Context: an optimization exercise on an open-source flow, tuned for small area, a short achievable clock period and few clock cycles per item. The choices shown serve that exercise and are no tape-out recipe.
Only simulation tests tie the RTL to the original design; equivalence was not proved.
Power is estimated from default activity; no workload was simulated.

File: design/flow/design.v
module ghash_core (
    input  wire         clk,
    input  wire         rst,         
    input  wire         in_valid,
    output wire         in_ready,
    input  wire [31:0]  in_cmd,
    input  wire [127:0] in_din,
    output reg          out_valid,
    output reg  [7:0]   out_err,
    output wire [127:0] out_dout,
    output wire [127:0] out_s,
    output wire         out_tblv
);
    localparam [7:0] OP_NOP    = 8'h00;
    localparam [7:0] OP_LOADH  = 8'h10;
    localparam [7:0] OP_CLEAR  = 8'h11;
    localparam [7:0] OP_SETS   = 8'h12;
    localparam [7:0] OP_STEP   = 8'h13;
    localparam [7:0] OP_MULREF = 8'h14;
    localparam [7:0] OP_MULTBL = 8'h15;
    localparam [7:0] OP_MULX   = 8'h16;
    localparam [7:0] OP_INC32  = 8'h20;
    localparam [7:0] E_NONE          = 8'd0;
    localparam [7:0] E_ILLEGAL_OP    = 8'd1;
    localparam [7:0] E_ILLEGAL_FIELD = 8'd2;
    localparam [7:0] E_NO_KEY        = 8'd9;
    localparam [127:0] R_POLY = {8'he1, 120'd0};
    reg [127:0] h;
    reg [127:0] s;
    reg [127:0] dout;
    reg         tblv;
    reg         busy;
    reg         dst_s;       
    reg [6:0]   cnt;
    reg [127:0] x;           
    reg [127:0] v;           
    reg [127:0] z;           
    assign in_ready = !busy;
    assign out_dout = dout;
    assign out_s    = s;
    assign out_tblv = tblv;
    function [127:0] mulx;
        input [127:0] a;
        begin
            mulx = (a >> 1) ^ (a[0] ? R_POLY : 128'd0);
        end
    endfunction
    wire [7:0] op = in_cmd[7:0];
    wire [4:0] nb = in_cmd[20:16];
    reg       op_known;
    reg       field_bad;
    reg       needs_key;
    reg [7:0] dec_err;
    always @* begin
        op_known  = (op == OP_NOP) || (op >= OP_LOADH && op <= OP_MULX) || (op == OP_INC32);
        needs_key = (op == OP_STEP) || (op == OP_MULREF) || (op == OP_MULTBL);
        if (op == OP_STEP)
            field_bad = (in_cmd[31:21] != 0) || (in_cmd[15:8] != 0) || (nb == 0) || (nb > 5'd16);
        else
            field_bad = (in_cmd[31:8] != 0);
        if (!op_known)
            dec_err = E_ILLEGAL_OP;
        else if (field_bad)
            dec_err = E_ILLEGAL_FIELD;
        else if (needs_key && !tblv)
            dec_err = E_NO_KEY;
        else
            dec_err = E_NONE;
    end
    reg [127:0] din_masked;
    integer j;
    always @* begin
        for (j = 0; j < 16; j = j + 1)
            din_masked[127 - 8*j -: 8] = (j < nb) ? in_din[127 - 8*j -: 8] : 8'h00;
    end
    wire accept = in_valid && in_ready;
    wire [127:0] z_next = x[127] ? (z ^ v) : z;
    always @(posedge clk) begin
        if (rst) begin
            busy      <= 1'b0;
            out_valid <= 1'b0;
            out_err   <= E_NONE;
            tblv      <= 1'b0;
            s         <= 128'd0;
            dout      <= 128'd0;
        end else begin
            out_valid <= 1'b0;
            if (busy) begin
                if (cnt == 7'd127) begin
                    busy      <= 1'b0;
                    out_valid <= 1'b1;
                    out_err   <= E_NONE;
                    if (dst_s) s    <= z_next;
                    else       dout <= z_next;
                end
            end else if (accept) begin
                if (dec_err != E_NONE) begin
                    out_valid <= 1'b1;
                    out_err   <= dec_err;
                end else begin
                    case (op)
                        OP_LOADH: begin
                            tblv      <= 1'b1;
                            out_valid <= 1'b1;
                            out_err   <= E_NONE;
                        end
                        OP_CLEAR: begin
                            s         <= 128'd0;
                            out_valid <= 1'b1;
                            out_err   <= E_NONE;
                        end
                        OP_SETS: begin
                            s         <= in_din;
                            out_valid <= 1'b1;
                            out_err   <= E_NONE;
                        end
                        OP_MULX: begin
                            dout      <= mulx(in_din);
                            out_valid <= 1'b1;
                            out_err   <= E_NONE;
                        end
                        OP_INC32: begin
                            dout      <= {in_din[127:32], in_din[31:0] + 32'd1};
                            out_valid <= 1'b1;
                            out_err   <= E_NONE;
                        end
                        OP_STEP, OP_MULREF, OP_MULTBL: begin
                            busy <= 1'b1;
                        end
                        default: begin   
                            out_valid <= 1'b1;
                            out_err   <= E_NONE;
                        end
                    endcase
                end
            end
        end
    end
    always @(posedge clk) begin
        if (busy) begin
            z   <= z_next;
            v   <= mulx(v);
            x   <= {x[126:0], 1'b0};
            cnt <= cnt + 7'd1;
        end else if (accept && dec_err == E_NONE) begin
            if (op == OP_LOADH)
                h <= in_din;
            z     <= 128'd0;
            v     <= h;
            cnt   <= 7'd0;
            dst_s <= (op == OP_STEP);
            x     <= (op == OP_STEP) ? (s ^ din_masked) : in_din;
        end
    end
endmodule
File: design/flow/run.sh
#!/bin/bash
# synth_recipe.tcl (not shown) runs the flow's synth.tcl, then flattens the netlist and writes it again
# the make line also repeats each setting of config.mk as NAME=value (left out here)
make -C /OpenROAD-flow-scripts/flow DESIGN_CONFIG=/design/flow/config.mk WORK_HOME=/design/flow/orfs CLKGATE_MAP_FILE= SYNTH_SCRIPT=/design/flow/synth_recipe.tcl finish
File: design/flow/config.mk
export PLATFORM = sky130hd
export DESIGN_NAME = ghash_core
export DESIGN_NICKNAME = ghash_core
export VERILOG_FILES = /design/flow/design.v
export SDC_FILE = /design/flow/constraint.sdc
export NUM_CORES = 4
export LEC_CHECK = 0
export CAP_MARGIN = 20
export CORE_MARGIN = 2
export CORE_UTILIZATION = 40
export SLEW_MARGIN = 20
File: design/flow/constraint.sdc
create_clock -name core_clock -period 5.0 [get_ports {clk}]
set_input_delay 1.0000 -clock core_clock [delete_from_list [all_inputs] [get_ports {clk}]]
set_output_delay 1.0000 -clock core_clock [all_outputs]
set_load 0.01 [all_outputs]
==> results.tsv <==
stage	metric	value	unit
cts	htreeDepth	3	
drt	antenna_left	0	
pwr	peakVddDrop	0.0002643	V
grt	grt_pass1_wl	168.4	mm
run_status	outcome	complete, no violations	
cts	path_clk_slew	0.06	ns
cts	cts_resized	0	
logic_synthesis	ys.warnings.count	1	
worst_hold_path	hold_depth	1	
cts	insertion_delay	0.63	ns
floorplan	fp.dieW	305.2	um
cts	root_buffer	clkbuf_16	
logic_synthesis	syn_inst	3549	
sta	post-route-min-period	3.937	ns
setup_path	cpLargestDelayFamily	buffers and inverters	
setup_path	crit_path_end_kind	flip-flop	
cts	postCtsSetupRepairBufs	0	
sta	fmax	254.0	MHz
worst_hold_path	min_path_type	flip-flop to flip-flop	
sta	slew-limit-headroom	0.2599	
drt	via_per_inst	5.399	
job	drv_cap	0	
setup_path	cp.required	5.35	ns
floorplan	coreArea	90010	um2
cells_and_area	synthToLayoutAreaGrowth	23.17	%
pwr	power.share.combinational	0.038	
logic_synthesis	ys_ff_latch	782	
logic_synthesis	syn_area	36280	um2
grt	overflow	0	
pwr	internal-power	0.01065	W
cells_and_area	drive_above_1_share	0.1185	
drt	drt_first_iter_violations	1985	
pwr	switchingPower	0.002942	W
grt	grt_pass1_vias	27340	
setup_path	crit_type	input pin to flip-flop	
logic_synthesis	yosys.area.top_type	edfxtp_1	
drt	wire_per_inst	21.36	um
floorplan	rows	110	
setup_path	cpMostUsedCell	buf_4	
cts	cts_buffers	85	
pwr	sw_frac_of_total	0.2164	
logic_synthesis	async_flop_share	0	
grt	grt_usage	0.2310	
setup_path	crit_arrival	4.28	ns
floorplan	die-area	93120	um2
setup_path	cp_cell_sequence	clkdlybuf4s50_1 -> or4b_1 -> a2111oi_2 -> nand4b_1 -> buf_4 -> buf_4 -> buf_4 -> o21ai_0	
sta	rsz0062_at_grt	no	
setup_path	crit_buf_inv	4	
cts	clockBufferDepth	3	
cts	clock_sinks	782	
sta	fin_skew	0.02178	ns
floorplan	die_h	305.2	um
logic_synthesis	synth_cell_types	63	
floorplan	start_util	0.4030	
setup_path	cpPeakStageDelay	0.75	ns
sta	tightest_slew	1.110	ns
sta	slew_viol_final	0	
sta	setup_viol	0	
sta	hold_violations	0	
pwr	seq_power_share	0.502	
setup_path	startpoint_type	input pin	
cts	cts_tree	yes	
pwr	clkPwrFrac	0.460	
sta	setup_tns	0	ns
logic_synthesis	yosys-top-cells-area	edfxtp_1 (43%), dfxtp_1 (15%), nand2_1 (7.6%)	
setup_path	r2r_cells	6	
drt	wl	109.7	mm
setup_path	timing.rr.start	busy	
worst_hold_path	holdPathEnd	x[0]	
cells_and_area	fin_nets	4051	
cts	holdBufCountCts	0	
floorplan	io_pins	430	
cells_and_area	nFillCells	8317	
grt	antenna_found_initial	9	
drt	drc	0	
setup_path	rrSetupSlack	2.16	ns
drt	num_vias	27730	
setup_path	timing.rr.end	h[93]	
logic_synthesis	synth_edf_count	519	
place	post-dp-hpwl	71.22	mm
place	gp_congestion	0.8287	
pwr	powerDensity	304.3	nW/um2
place	portBuffers	424	
drt	first_pass_iters	5	
worst_hold_path	hold_start	x[0]	
setup_path	cpMaxStageDelayCell	or4b_1	
logic_synthesis	avgSynthCellArea	10.22	um2
setup_path	cp_max_fo	44	
logic_synthesis	ys.flop_type	edfxtp_1	
sta	period_share	0.7875	
grt	grt_max_degree	178	
pwr	leakagePower	14.38	nW
logic_synthesis	yosysTopAreaCellShare	0.4296	
logic_synthesis	yosysSeqAreaShare	0.5747	
pwr	p_total	0.01360	W
## placed cells by master, fill, tap and decap left out, drive strengths merged, types with 3 or more instances in the layout
master	netlist	final
a211oi	150	150
a21oi	254	254
a221oi	8	8
a311oi	15	15
a31oi	9	9
and2	5	5
and3	5	5
and4	4	4
buf	109	83
bufinv	0	5
clkbuf	151	119
clkdlybuf4s50	0	423
clkinv	1	33
conb	1	5
dfxtp	263	263
edfxtp	519	519
inv	27	30
mux2	127	127
nand2	734	734
nand2b	4	4
nand3	30	30
nand4	8	8
nor2	408	408
nor2b	3	3
nor3	214	214
nor4	13	13
nor4b	3	3
o211ai	3	3
o21ai	142	142
o22ai	9	9
o31a	9	9
o31ai	9	9
or2	6	6
or3	6	6
xnor2	148	148
xor2	130	130
## power groups by stage
stage | Clock, W | Sequential [W] | Combinational [W]
after floorplan | 0 | 0.00697 | 0.000227
after global placement | 0 | 0.00696 | 0.000507
after detailed placement | 0 | 0.00696 | 0.000511
after CTS | 0.00639 | 0.00683 | 0.000514
after global routing | 0.00664 | 0.00682 | 0.000555
final | 0.00626 | 0.00683 | 0.000511
## cells by family after synthesis
group                      synth area share
muxes                               0.03970
AOI/OAI and AO/OA                    0.1173
adders and majority gates         0.0006897
xor gates and xnor gates            0.06732
DFF                                  0.5747
buffers and inverters               0.03504
other                             0.0001034
and+or+nand+nor                      0.1651
## layout make-up
type | count | area, um2 | area share
antenna | 2 | 5.005 | 0.0001120
clock buffer | 119 | 2397 | 0.05365
clock inverter | 40 | 340.3 | 0.007616
inverter | 28 | 110.1 | 0.002464
multi-input combinational | 2483 | 14260 | 0.3192
sequential | 782 | 20850 | 0.4667
tap | 1176 | 1471 | 0.03293
timing repair buffer | 506 | 5244 | 0.1174
## cells in the mapped netlist (9+ instances only)
cell and number:
nor3_1 214, mux2_2 127, a211oi_1 40, buf_4 18
a311oi_1 15, xnor2_1 148, o21ai_0 95, buf_2 80
o31a_1 9, a31oi_1 9, a211oi_2 110, nor2_1 408
a21oi_1 254, clkbuf_1 151, o22ai_1 9, xor2_1 129
nand2_1 734, inv_1 27, nand3_1 30, o21ai_1 47
edfxtp_1 519, o31ai_1 9, dfxtp_1 263
## per-layer routing
metal	vias up	wire [um]	global-route usage
met5	-	69	0
met4	10	2241	0.06186
met3	155	6807	0.03966
met2	834	51630	0.3769
met1	13660	48970	0.3180
li1	13070	-	-
## stage by stage
step	cells	util	setup WS, ns	hold WS [ns]	area, um2
2_1_floorplan	3553	-	0.2822	0.4601	36310
3_3_place_gp	4974	0.4657	-0.2399	0.4721	41920
3_5_place_dp	4975	0.4660	0.4418	0.4781	41940
4_1_cts	5134	0.4964	1.120	0.4912	44680
5_1_grt	5136	0.4964	0.9226	0.4951	44680
6_report	5136	0.4964	1.063	0.4887	44680
## worst max-delay path by stage
stage	slack, ns	endpoint	depth (start not counted)	start
6_report	1.06	x[113]	8	in_cmd[7]
5_1_grt	0.92	x[116]	8	in_cmd[7]
4_1_cts	1.12	x[113]	8	in_cmd[7]
3_5_place_dp	0.44	x[113]	8	in_cmd[7]
3_3_place_gp	-0.24	x[127]	7	in_cmd[7]
2_1_floorplan	0.28	cnt[0]	8	in_cmd[0]
## sequential cells by signal (all words and copies together), names as in the netlist
name and flops:
out_err 3, dout 128, s 128, h 128
tblv 1, busy 1, out_valid 1, v 128
cnt 7, x 128, dst_s 1, z 128
## worst register-to-register path: stages (launching register included)
cell and delay (ns):
dfxtp_4 0.42, inv_6 0.26, nand2_1 0.20, nor2_1 0.28, nor4b_1 0.46, and3b_4 0.34
buf_12 0.41
Testbench counts, summed over its fixed seeds: cycles 111,592, items 992.

[port drivers added, routing unchanged]
In the flow no input, the clock included, has a driving cell. The finished layout below was timed again as built, in two steps. Step 1 sets driving cells, clkbuf_16 on the clock port and buf_2 on the other inputs (assumed; they add their load-dependent delay and slew). Step 2 also shifts input and output timing later by t, the mid clock arrival at the registers, as if the neighbouring blocks saw the same clock. Slacks: ideal / step 1 / step 2; pairs: ideal / step 1.
t, ns: 0.686
slack for setup (ns): 1.063 / 1.105 / 0.419
pins driven straight from the clock port: 1
After both steps this run still meets setup and hold. The setup slack of this run moves by +0.042 ns with the drivers and by -0.644 ns with both steps.
